This design comes from an exercise in tuning for small area, a short achievable clock period and few clock cycles on the open sky130 flow, not from production work. No activity file was given, so power comes from the tool's default toggle rates.

Setup of job 101:
Design crcarc, start of the top module:
module crcarc (
    input  wire        clk,
    input  wire        rst,         
    input  wire        cmd_valid,
    output wire        cmd_ready,
    input  wire [11:0] cmd,
    output reg         rsp_valid,
    output wire [31:0] rsp
);
Size in the first run: ~890 cells after synthesis, about 120 flip-flops, ~49 I/O pins.
Settings: LEC_CHECK=0, CAP_MARGIN=20, CORE_MARGIN=2, CORE_UTILIZATION=40, SETUP_SLACK_MARGIN=2.5, SLEW_MARGIN=20; clock period 5.0 ns.
run.sh (not shown) runs the stock make flow with config.mk's settings and CLKGATE_MAP_FILE= SYNTH_SCRIPT=/design/flow/synth_recipe.tcl, a recipe that flattens the netlist after the stock synthesis.
Here is what was changed in the inputs of job 102 compared with job 101.
--- a/flow/design.v
+++ b/flow/design.v
@@ -40,14 +40,15 @@
     reg [2:0]  dcode;
     reg [15:0] hexv;
     reg [2:0]  hcnt;
     reg [2:0]  hcode;
     reg [15:0] calc;
     reg        match;
     reg        ill;
+    reg        cv;
     reg [11:0] cq;
     reg [4:0]  rsel;
     assign cmd_ready = 1'b1;
     wire [3:0] op  = cq[11:8];
     wire [7:0] arg = cq[7:0];
     reg [15:0] crc_next_byte;
     integer    i;
@@ -76,21 +77,18 @@
             4'd9:    cfg_legal = (arg[3:0] == 4'd0);
             default: cfg_legal = 1'b0;
         endcase
     end
     wire       at_point     = (decimals != 4'd0) && (dpos == digits);
     wire       dec_last     = (decimals == 4'd0) ? (dpos + 4'd1 == digits)
                                                  : ({1'b0, dpos} == {1'b0, digits} + {1'b0, decimals});
-    wire [3:0]  dig         = arg[3:0];
-    wire [18:0] lo_next     = {1'b0, acc_lo, (dig[3] ? 3'd7 : dig[2:0])}
-                            + {3'b000, acc_lo, dig[3]}
-                            + {18'd0, dig[3] & dig[0]};
-    wire [14:0] hi_next     = {acc_hi[11:0], (acc_c[3] ? 3'd7 : acc_c[2:0])}
-                            + {acc_hi[13:0], acc_c[3]}
-                            + {14'd0, acc_c[3] & acc_c[0]};
+    wire [17:0] lo5         = {3'd0, acc_lo} + {1'b0, acc_lo, 2'b00} + {15'd0, arg[3:1]};
+    wire [18:0] lo_next     = {lo5, arg[0]};
+    wire [13:0] hi5         = acc_hi[13:0] + {acc_hi[11:0], 2'b00} + {11'd0, acc_c[3:1]};
+    wire [14:0] hi_next     = {hi5, acc_c[0]};
     wire [29:0] acc         = {acc_hi, acc_lo};
     wire [1:0] dstate = (dcode == D_IDLE) ? 2'd0 :
                         (dcode == D_RUN)  ? 2'd1 :
                         (dcode == D_DONE) ? 2'd2 : 2'd3;
     wire [3:0] derrc  = (dstate == 2'd3) ? {1'b0, dcode} : 4'd0;
     wire       d_run  = (dcode == D_RUN);
     wire       d_err  = (dstate == 2'd3);
@@ -108,25 +106,25 @@
                           2'b00, ill, match, hstate, dstate};
     assign rsp = ({32{rsel[0]}} & {16'd0, crc})
                | ({32{rsel[1]}} & {2'd0, acc})
                | ({32{rsel[2]}} & {16'd0, hexv})
                | ({32{rsel[3]}} & {16'd0, calc})
                | ({32{rsel[4]}} & status);
     always @(posedge clk) begin
-        cq[7:0] <= cmd[7:0];
-        rsel    <= 5'd0;
-        if (op == OP_RD && arg[7:3] == 5'd0) begin
+        cq   <= cmd;
+        rsel <= 5'd0;
+        if (cv && op == OP_RD && arg[7:3] == 5'd0) begin
             rsel[0] <= (arg[2:0] == 3'd0);
             rsel[1] <= (arg[2:0] == 3'd1);
             rsel[2] <= (arg[2:0] == 3'd2);
             rsel[3] <= (arg[2:0] == 3'd3);
             rsel[4] <= (arg[2:0] == 3'd4);
         end
         if (rst) begin
-            cq[11:8]  <= OP_NOP;
+            cv        <= 1'b0;
             crc       <= 16'd0;
             acc_lo    <= 15'd0;
             acc_hi    <= 15'd0;
             acc_c     <= 4'd0;
             acc_p     <= 1'b0;
             digits    <= 4'd0;
             decimals  <= 4'd0;
@@ -136,20 +134,20 @@
             hcnt      <= 3'd0;
             hcode     <= H_IDLE;
             calc      <= 16'd0;
             match     <= 1'b0;
             ill       <= 1'b0;
             rsp_valid <= 1'b0;
         end else begin
-            cq[11:8]  <= cmd_valid ? cmd[11:8] : OP_NOP;
+            cv        <= cmd_valid;
             rsp_valid <= 1'b0;
             acc_p     <= 1'b0;
             if (acc_p)
                 acc_hi <= hi_next;
-            begin
+            if (cv) begin
                 case (op)
                     OP_NOP: ;
                     OP_CRC_CLR:  crc <= 16'd0;
                     OP_CRC_BYTE: crc <= crc_next_byte;
                     OP_DEC_START: begin
                         digits   <= arg[7:4];
                         decimals <= arg[3:0];
Findings:
[compare] base=job 101 new=job 102: worst hold-check slack moved down; count of inverters not on the clock network in the layout higher. Between job 102 and job 101, the starting utilization of the core area does not differ in any meaningful way. Taking job 101 as the reference, in job 102 final design utilization picked up an extra 0.32 points; maximum number of pins on one net before global-route repair lost 26; minimum period implied by the final worst setup slack picked up an extra 0.049 ns. Job 102 supports a lower top clock frequency than job 101. Wire length of the first global-routing pass deteriorates in job 102 relative to job 101. Summary of job 102 over job 101: clock-net power +23%; gate count of the mapped netlist +35. Critical path class = reg2out: job 101; critical path class = reg2reg: job 102. Job 102 — clock network fraction of design power 5.7 points higher, job 101 as reference. Comparing number of instances resized during post-cts repair for job 101 and job 102, the smaller number came from job 101. Re power: job 101 was lower than job 102. Of job 102 and job 101, it is job 102 that has the lower detailed-routed wire length on met2. Looking at first element of the critical path, the acc_lo[0] result is from job 102; the rsel[4] one comes from job 101.
No functional check of the RTL was part of any run of this note.

---

The RTL this note starts from:
==> flow/design.v <==
module crcarc (
    input  wire        clk,
    input  wire        rst,         
    input  wire        cmd_valid,
    output wire        cmd_ready,
    input  wire [11:0] cmd,
    output reg         rsp_valid,
    output reg  [31:0] rsp
);
    localparam [3:0] OP_NOP       = 4'h0;
    localparam [3:0] OP_CRC_CLR   = 4'h1;
    localparam [3:0] OP_CRC_BYTE  = 4'h2;
    localparam [3:0] OP_DEC_START = 4'h3;
    localparam [3:0] OP_DEC_CHAR  = 4'h4;
    localparam [3:0] OP_HEX_START = 4'h5;
    localparam [3:0] OP_HEX_CHAR  = 4'h6;
    localparam [3:0] OP_HEX_CHECK = 4'h7;
    localparam [3:0] OP_RD        = 4'h8;
    localparam [2:0] D_IDLE  = 3'd0;
    localparam [2:0] D_RUN   = 3'd3;
    localparam [2:0] D_DONE  = 3'd4;
    localparam [2:0] D_DIGIT = 3'd1;
    localparam [2:0] D_POINT = 3'd2;
    localparam [2:0] D_CFG   = 3'd5;
    localparam [2:0] D_SEQ   = 3'd6;
    localparam [2:0] H_IDLE  = 3'd0;
    localparam [2:0] H_RUN   = 3'd1;
    localparam [2:0] H_DONE  = 3'd2;
    localparam [2:0] H_HEX   = 3'd3;
    localparam [2:0] H_LEN   = 3'd4;
    localparam [2:0] H_SEQ   = 3'd6;
    reg [15:0] crc;
    reg [14:0] acc_lo;
    reg [14:0] acc_hi;
    reg [3:0]  acc_c;       
    reg        acc_p;       
    reg [3:0]  digits;
    reg [3:0]  decimals;
    reg [3:0]  dpos;
    reg [2:0]  dcode;
    reg        at_pt;       
    reg        at_last;     
    reg [15:0] hexv;
    reg [2:0]  hcnt;        
    reg [2:0]  hcode;
    reg [15:0] calc;        
    reg        calc_v;
    reg        match;
    reg        ill;
    reg        o_clr, o_byte, o_dstart, o_dchar, o_hstart, o_hchar, o_hchk, o_rd, o_resv;
    reg [7:0]  arg;
    reg        a_digit;     
    reg        a_point;     
    reg        a_hex;       
    reg        a_cfg;       
    reg [1:0]  a_dlo;       
    reg        rsp_due;
    reg [4:0]  rsel;
    assign cmd_ready = 1'b1;
    wire [3:0] c_op  = cmd[11:8];
    wire [7:0] c_arg = cmd[7:0];
    wire       c_is_digit = (c_arg[7:4] == 4'h3) && !(c_arg[3] && (c_arg[2] || c_arg[1]));
    wire       c_is_alpha = (c_arg[7:6] == 2'b01) && (c_arg[4:3] == 2'b00)
                            && (c_arg[2:0] != 3'd0) && (c_arg[2:0] != 3'd7);
    reg        c_cfg;
    always @(*) begin
        case (c_arg[7:4])
            4'd1:    c_cfg = (c_arg[3:0] <= 4'd8);
            4'd2:    c_cfg = (c_arg[3:0] <= 4'd7);
            4'd3:    c_cfg = (c_arg[3:0] <= 4'd6);
            4'd4:    c_cfg = (c_arg[3:0] <= 4'd5);
            4'd5:    c_cfg = (c_arg[3:0] <= 4'd4);
            4'd6:    c_cfg = (c_arg[3:0] <= 4'd3);
            4'd7:    c_cfg = (c_arg[3:0] <= 4'd2);
            4'd8:    c_cfg = (c_arg[3:0] <= 4'd1);
            4'd9:    c_cfg = (c_arg[3:0] == 4'd0);
            default: c_cfg = 1'b0;
        endcase
    end
    always @(posedge clk) begin
        arg     <= c_arg;
        a_digit <= c_is_digit;
        a_point <= (c_arg == 8'h2E);
        a_hex   <= c_is_digit || c_is_alpha;
        a_cfg   <= c_cfg;
        a_dlo   <= c_arg[3] ? 2'b11 : c_arg[2:1];
        if (rst || !cmd_valid) begin
            o_clr    <= 1'b0;
            o_byte   <= 1'b0;
            o_dstart <= 1'b0;
            o_dchar  <= 1'b0;
            o_hstart <= 1'b0;
            o_hchar  <= 1'b0;
            o_hchk   <= 1'b0;
            o_rd     <= 1'b0;
            o_resv   <= 1'b0;
        end else begin
            o_clr    <= (c_op == OP_CRC_CLR);
            o_byte   <= (c_op == OP_CRC_BYTE);
            o_dstart <= (c_op == OP_DEC_START);
            o_dchar  <= (c_op == OP_DEC_CHAR);
            o_hstart <= (c_op == OP_HEX_START);
            o_hchar  <= (c_op == OP_HEX_CHAR);
            o_hchk   <= (c_op == OP_HEX_CHECK);
            o_rd     <= (c_op == OP_RD);
            o_resv   <= c_op[3] && (c_op[2:0] != 3'd0);
        end
    end
    reg [15:0] crc_next_byte;
    integer    i;
    always @(*) begin
        crc_next_byte = crc ^ {8'h00, arg};
        for (i = 0; i < 8; i = i + 1) begin
            if (crc_next_byte[0])
                crc_next_byte = (crc_next_byte >> 1) ^ 16'hA001;
            else
                crc_next_byte = crc_next_byte >> 1;
        end
    end
    wire [17:0] lo5     = {1'b0, acc_lo, a_dlo} + {3'b000, acc_lo} + {17'd0, arg[3]};
    wire [18:0] lo_next = {lo5, arg[0]};
    wire [13:0] hi5     = {acc_hi[11:0], (acc_c[3] ? 2'b11 : acc_c[2:1])} + acc_hi[13:0]
                        + {13'd0, acc_c[3]};
    wire [14:0] hi_next = {hi5, acc_c[0]};
    wire [29:0] acc     = {acc_hi, acc_lo};
    wire [4:0] dec_len  = (decimals == 4'd0) ? {1'b0, digits}
                                             : {1'b0, digits} + {1'b0, decimals} + 5'd1;
    wire [3:0] dpos_inc = dpos + 4'd1;
    wire [1:0] dstate = (dcode == D_IDLE) ? 2'd0 :
                        (dcode == D_RUN)  ? 2'd1 :
                        (dcode == D_DONE) ? 2'd2 : 2'd3;
    wire [3:0] derrc  = (dstate == 2'd3) ? {1'b0, dcode} : 4'd0;
    wire       d_run  = (dcode == D_RUN);
    wire       d_err  = (dstate == 2'd3);
    wire [3:0] hex_val = arg[6] ? {1'b1, (arg[2:0] == 3'd1 || arg[2:0] == 3'd2) ? 1'b0 : 1'b1,
                                   (arg[2:0] == 3'd3 || arg[2:0] == 3'd4) ? 1'b0 : 1'b1, ~arg[0]}
                                : arg[3:0];
    wire       h_err  = hcode[2] | (hcode[1] & hcode[0]);
    wire [1:0] hstate = h_err ? 2'd3 : hcode[1:0];
    wire [3:0] herrc  = h_err ? {1'b0, hcode} : 4'd0;
    wire       h_run  = (hcode == H_RUN);
    wire       h_full = hcnt[2];         
    wire [31:0] status = {decimals, digits, 1'b0, hcnt, dpos, herrc, derrc,
                          2'b00, ill, match, hstate, dstate};
    wire [31:0] rsp_word = ({32{rsel[0]}} & {16'd0, crc})
                         | ({32{rsel[1]}} & {2'd0, acc})
                         | ({32{rsel[2]}} & {16'd0, hexv})
                         | ({32{rsel[3]}} & {16'd0, calc})
                         | ({32{rsel[4]}} & status);
    always @(posedge clk) begin
        rsp  <= rsp_word;        
        rsel <= 5'd0;
        if (o_rd && arg[7:3] == 5'd0) begin
            rsel[0] <= (arg[2:0] == 3'd0);
            rsel[1] <= (arg[2:0] == 3'd1);
            rsel[2] <= (arg[2:0] == 3'd2);
            rsel[3] <= (arg[2:0] == 3'd3) && calc_v;
            rsel[4] <= (arg[2:0] == 3'd4);
        end
        if (rst) begin
            crc       <= 16'd0;
            acc_lo    <= 15'd0;
            acc_hi    <= 15'd0;
            acc_c     <= 4'd0;
            acc_p     <= 1'b0;
            digits    <= 4'd0;
            decimals  <= 4'd0;
            dpos      <= 4'd0;
            dcode     <= D_IDLE;
            at_pt     <= 1'b0;
            at_last   <= 1'b0;
            hexv      <= 16'd0;
            hcnt      <= 3'd0;
            hcode     <= H_IDLE;
            calc_v    <= 1'b0;
            match     <= 1'b0;
            ill       <= 1'b0;
            rsp_valid <= 1'b0;
            rsp_due   <= 1'b0;
        end else begin
            rsp_due   <= o_rd;
            rsp_valid <= rsp_due;
            acc_p     <= 1'b0;
            if (acc_p)
                acc_hi <= hi_next;
            if (o_clr)
                crc <= 16'd0;
            if (o_byte)
                crc <= crc_next_byte;
            if (o_dstart) begin
                digits   <= arg[7:4];
                decimals <= arg[3:0];
                acc_lo   <= 15'd0;
                acc_hi   <= 15'd0;
                acc_p    <= 1'b0;
                dpos     <= 4'd0;
                dcode    <= a_cfg ? D_RUN : D_CFG;
                at_pt    <= (arg[3:0] != 4'd0) && (arg[7:4] == 4'd0);
                at_last  <= (arg[3:0] == 4'd0) && (arg[7:4] == 4'd1);
            end
            if (o_dchar) begin
                if (d_run) begin
                    if (at_pt ? a_point : a_digit) begin
                        dpos    <= dpos_inc;
                        at_pt   <= (decimals != 4'd0) && (dpos_inc == digits);
                        at_last <= ({1'b0, dpos_inc} + 5'd1) == dec_len;
                    end
                    if (at_pt) begin
                        if (!a_point)
                            dcode <= D_POINT;
                    end else if (a_digit) begin
                        acc_lo <= lo_next[14:0];
                        acc_c  <= lo_next[18:15];
                        acc_p  <= 1'b1;
                        if (at_last)
                            dcode <= D_DONE;
                    end else
                        dcode <= D_DIGIT;
                end else if (!d_err)
                    dcode <= D_SEQ;
            end
            if (o_hstart) begin
                hexv   <= 16'd0;
                hcnt   <= 3'd0;
                calc_v <= 1'b0;
                match  <= 1'b0;
                hcode  <= H_RUN;
            end
            if (o_hchar) begin
                if (h_run) begin
                    if (!a_hex)
                        hcode <= H_HEX;
                    else if (h_full)
                        hcode <= H_LEN;
                    else begin
                        hexv <= {hexv[11:0], hex_val};
                        hcnt <= hcnt + 3'd1;
                    end
                end else if (!h_err)
                    hcode <= H_SEQ;
            end
            if (o_hchk) begin
                if (h_run) begin
                    if (h_full) begin
                        calc   <= crc;
                        calc_v <= 1'b1;
                        match  <= (hexv == crc);
                        hcode  <= H_DONE;
                    end else
                        hcode <= H_LEN;
                end else if (!h_err)
                    hcode <= H_SEQ;
            end
            if (o_resv || (o_rd && arg > 8'h04))
                ill <= 1'b1;
        end
    end
endmodule
==> flow/config.mk <==
export PLATFORM = sky130hd
export DESIGN_NAME = crcarc
export DESIGN_NICKNAME = crcarc
export VERILOG_FILES = /design/flow/design.v
export SDC_FILE = /design/flow/constraint.sdc
export NUM_CORES = 4
export LEC_CHECK = 0
export ABC_AREA = 1
export CAP_MARGIN = 20
export CORE_MARGIN = 2
export CORE_UTILIZATION = 60
export CTS_BUF_LIST = sky130_fd_sc_hd__clkbuf_8
export CTS_CLUSTER_SIZE = 30
export SETUP_SLACK_MARGIN = 2.7
export SLEW_MARGIN = 20
==> flow/constraint.sdc <==
create_clock -name core_clock -period 5.0 [get_ports {clk}]
set_input_delay 1.0000 -clock core_clock [delete_from_list [all_inputs] [get_ports {clk}]]
set_output_delay 1.0000 -clock core_clock [all_outputs]
set_load 0.01 [all_outputs]
==> next run, changes <==
--- a/flow/design.v
+++ b/flow/design.v
@@ -2,13 +2,13 @@
     input  wire        clk,
     input  wire        rst,         
     input  wire        cmd_valid,
     output wire        cmd_ready,
     input  wire [11:0] cmd,
     output reg         rsp_valid,
-    output reg  [31:0] rsp
+    output wire [31:0] rsp
 );
     localparam [3:0] OP_NOP       = 4'h0;
     localparam [3:0] OP_CRC_CLR   = 4'h1;
     localparam [3:0] OP_CRC_BYTE  = 4'h2;
     localparam [3:0] OP_DEC_START = 4'h3;
     localparam [3:0] OP_DEC_CHAR  = 4'h4;
@@ -51,13 +51,12 @@
     reg [7:0]  arg;
     reg        a_digit;     
     reg        a_point;     
     reg        a_hex;       
     reg        a_cfg;       
     reg [1:0]  a_dlo;       
-    reg        rsp_due;
     reg [4:0]  rsel;
     assign cmd_ready = 1'b1;
     wire [3:0] c_op  = cmd[11:8];
     wire [7:0] c_arg = cmd[7:0];
     wire       c_is_digit = (c_arg[7:4] == 4'h3) && !(c_arg[3] && (c_arg[2] || c_arg[1]));
     wire       c_is_alpha = (c_arg[7:6] == 2'b01) && (c_arg[4:3] == 2'b00)
@@ -114,16 +113,25 @@
             if (crc_next_byte[0])
                 crc_next_byte = (crc_next_byte >> 1) ^ 16'hA001;
             else
                 crc_next_byte = crc_next_byte >> 1;
         end
     end
-    wire [17:0] lo5     = {1'b0, acc_lo, a_dlo} + {3'b000, acc_lo} + {17'd0, arg[3]};
+    wire [17:0] lo5_x   = {1'b0, acc_lo, a_dlo};
+    wire [17:0] lo5_y   = {3'b000, acc_lo};
+    wire [9:0]  lo5_l   = {1'b0, lo5_x[8:0]} + {1'b0, lo5_y[8:0]} + {9'd0, arg[3]};
+    wire [8:0]  lo5_h0  = lo5_x[17:9] + lo5_y[17:9];
+    wire [8:0]  lo5_h1  = lo5_x[17:9] + lo5_y[17:9] + 9'd1;
+    wire [17:0] lo5     = {lo5_l[9] ? lo5_h1 : lo5_h0, lo5_l[8:0]};
     wire [18:0] lo_next = {lo5, arg[0]};
-    wire [13:0] hi5     = {acc_hi[11:0], (acc_c[3] ? 2'b11 : acc_c[2:1])} + acc_hi[13:0]
-                        + {13'd0, acc_c[3]};
+    wire [13:0] hi5_x   = {acc_hi[11:0], (acc_c[3] ? 2'b11 : acc_c[2:1])};
+    wire [13:0] hi5_y   = acc_hi[13:0];
+    wire [7:0]  hi5_l   = {1'b0, hi5_x[6:0]} + {1'b0, hi5_y[6:0]} + {7'd0, acc_c[3]};
+    wire [6:0]  hi5_h0  = hi5_x[13:7] + hi5_y[13:7];
+    wire [6:0]  hi5_h1  = hi5_x[13:7] + hi5_y[13:7] + 7'd1;
+    wire [13:0] hi5     = {hi5_l[7] ? hi5_h1 : hi5_h0, hi5_l[6:0]};
     wire [14:0] hi_next = {hi5, acc_c[0]};
     wire [29:0] acc     = {acc_hi, acc_lo};
     wire [4:0] dec_len  = (decimals == 4'd0) ? {1'b0, digits}
                                              : {1'b0, digits} + {1'b0, decimals} + 5'd1;
     wire [3:0] dpos_inc = dpos + 4'd1;
     wire [1:0] dstate = (dcode == D_IDLE) ? 2'd0 :
@@ -139,19 +147,20 @@
     wire [1:0] hstate = h_err ? 2'd3 : hcode[1:0];
     wire [3:0] herrc  = h_err ? {1'b0, hcode} : 4'd0;
     wire       h_run  = (hcode == H_RUN);
     wire       h_full = hcnt[2];         
     wire [31:0] status = {decimals, digits, 1'b0, hcnt, dpos, herrc, derrc,
                           2'b00, ill, match, hstate, dstate};
-    wire [31:0] rsp_word = ({32{rsel[0]}} & {16'd0, crc})
+    assign rsp = ({32{rsel[0]}} & {16'd0, crc})
                          | ({32{rsel[1]}} & {2'd0, acc})
                          | ({32{rsel[2]}} & {16'd0, hexv})
                          | ({32{rsel[3]}} & {16'd0, calc})
                          | ({32{rsel[4]}} & status);
     always @(posedge clk) begin
-        rsp  <= rsp_word;        
+        if (o_hchk && h_run && h_full)
+            calc <= crc;         
         rsel <= 5'd0;
         if (o_rd && arg[7:3] == 5'd0) begin
             rsel[0] <= (arg[2:0] == 3'd0);
             rsel[1] <= (arg[2:0] == 3'd1);
             rsel[2] <= (arg[2:0] == 3'd2);
             rsel[3] <= (arg[2:0] == 3'd3) && calc_v;
@@ -173,16 +182,14 @@
             hcnt      <= 3'd0;
             hcode     <= H_IDLE;
             calc_v    <= 1'b0;
             match     <= 1'b0;
             ill       <= 1'b0;
             rsp_valid <= 1'b0;
-            rsp_due   <= 1'b0;
         end else begin
-            rsp_due   <= o_rd;
-            rsp_valid <= rsp_due;
+            rsp_valid <= o_rd;
             acc_p     <= 1'b0;
             if (acc_p)
                 acc_hi <= hi_next;
             if (o_clr)
                 crc <= 16'd0;
             if (o_byte)
@@ -239,13 +246,12 @@
                 end else if (!h_err)
                     hcode <= H_SEQ;
             end
             if (o_hchk) begin
                 if (h_run) begin
                     if (h_full) begin
-                        calc   <= crc;
                         calc_v <= 1'b1;
                         match  <= (hexv == crc);
                         hcode  <= H_DONE;
                     end else
                         hcode <= H_LEN;
                 end else if (!h_err)
Effect: The new run ran to the end with no violations; final cell count grows slightly; combinational power hardly moves; routed wire length shrinks slightly; worst setup slack is worse by 0.45 ns; sequential share of layout area shrinks by 6.9 points; design area grows slightly; utilization grows by 4.7 points; hold slack is better by 0.039 ns; clock power shrinks by roughly a tenth; area after synthesis shrinks by a few percent; clock-buffer cell count is unchanged; fmax shrinks by about a fifth.
Function was not checked in any run of this note: the RTL went through the layout flow alone.

what the ideal ports hide:
How much do the figures lean on ideal ports? The routed layouts below were timed once more, with nothing changed but the port constraints. Step 1 (the two cells are an assumption about what drives the block):
set clk [get_ports {clk}]
set_driving_cell -lib_cell sky130_fd_sc_hd__clkbuf_16 $clk
set_driving_cell -lib_cell sky130_fd_sc_hd__buf_2 [delete_from_list [all_inputs] $clk]
Step 2 times the ports against the registers' clock, not the clock port: input delays grow and output delays shrink by t, the midpoint of the rising clock arrivals with the driver on. a / b / c = ideal / step 1 / step 2; a / b = the first two.
| run | t (ns) | setup WS [ns] | worst hold slack (ns) | worst slew at a driven data input, ns |
|---|---|---|---|---|
| job 101 | 0.468 | 2.322 / 2.277 / 2.176 | 0.478 / 0.478 / 0.478 | 0.03 |
| job 102 | 0.474 | 2.273 / 2.273 / 2.273 | 0.452 / 0.452 / 0.452 | 0.03 |
| the first run of note 2 | 0.510 | 2.820 / 2.820 / 2.575 | 0.433 / 0.433 / 0.433 | 0.03 |
| the second run of note 2 | 0.497 | 2.370 / 2.330 / 2.390 | 0.472 / 0.472 / 0.472 | 0.03 |
After both steps every run listed still meets setup and hold. For the first run of note 2, which loses most, drivers alone change the setup slack by 0.000 ns; drivers and shift together by -0.245 ns.
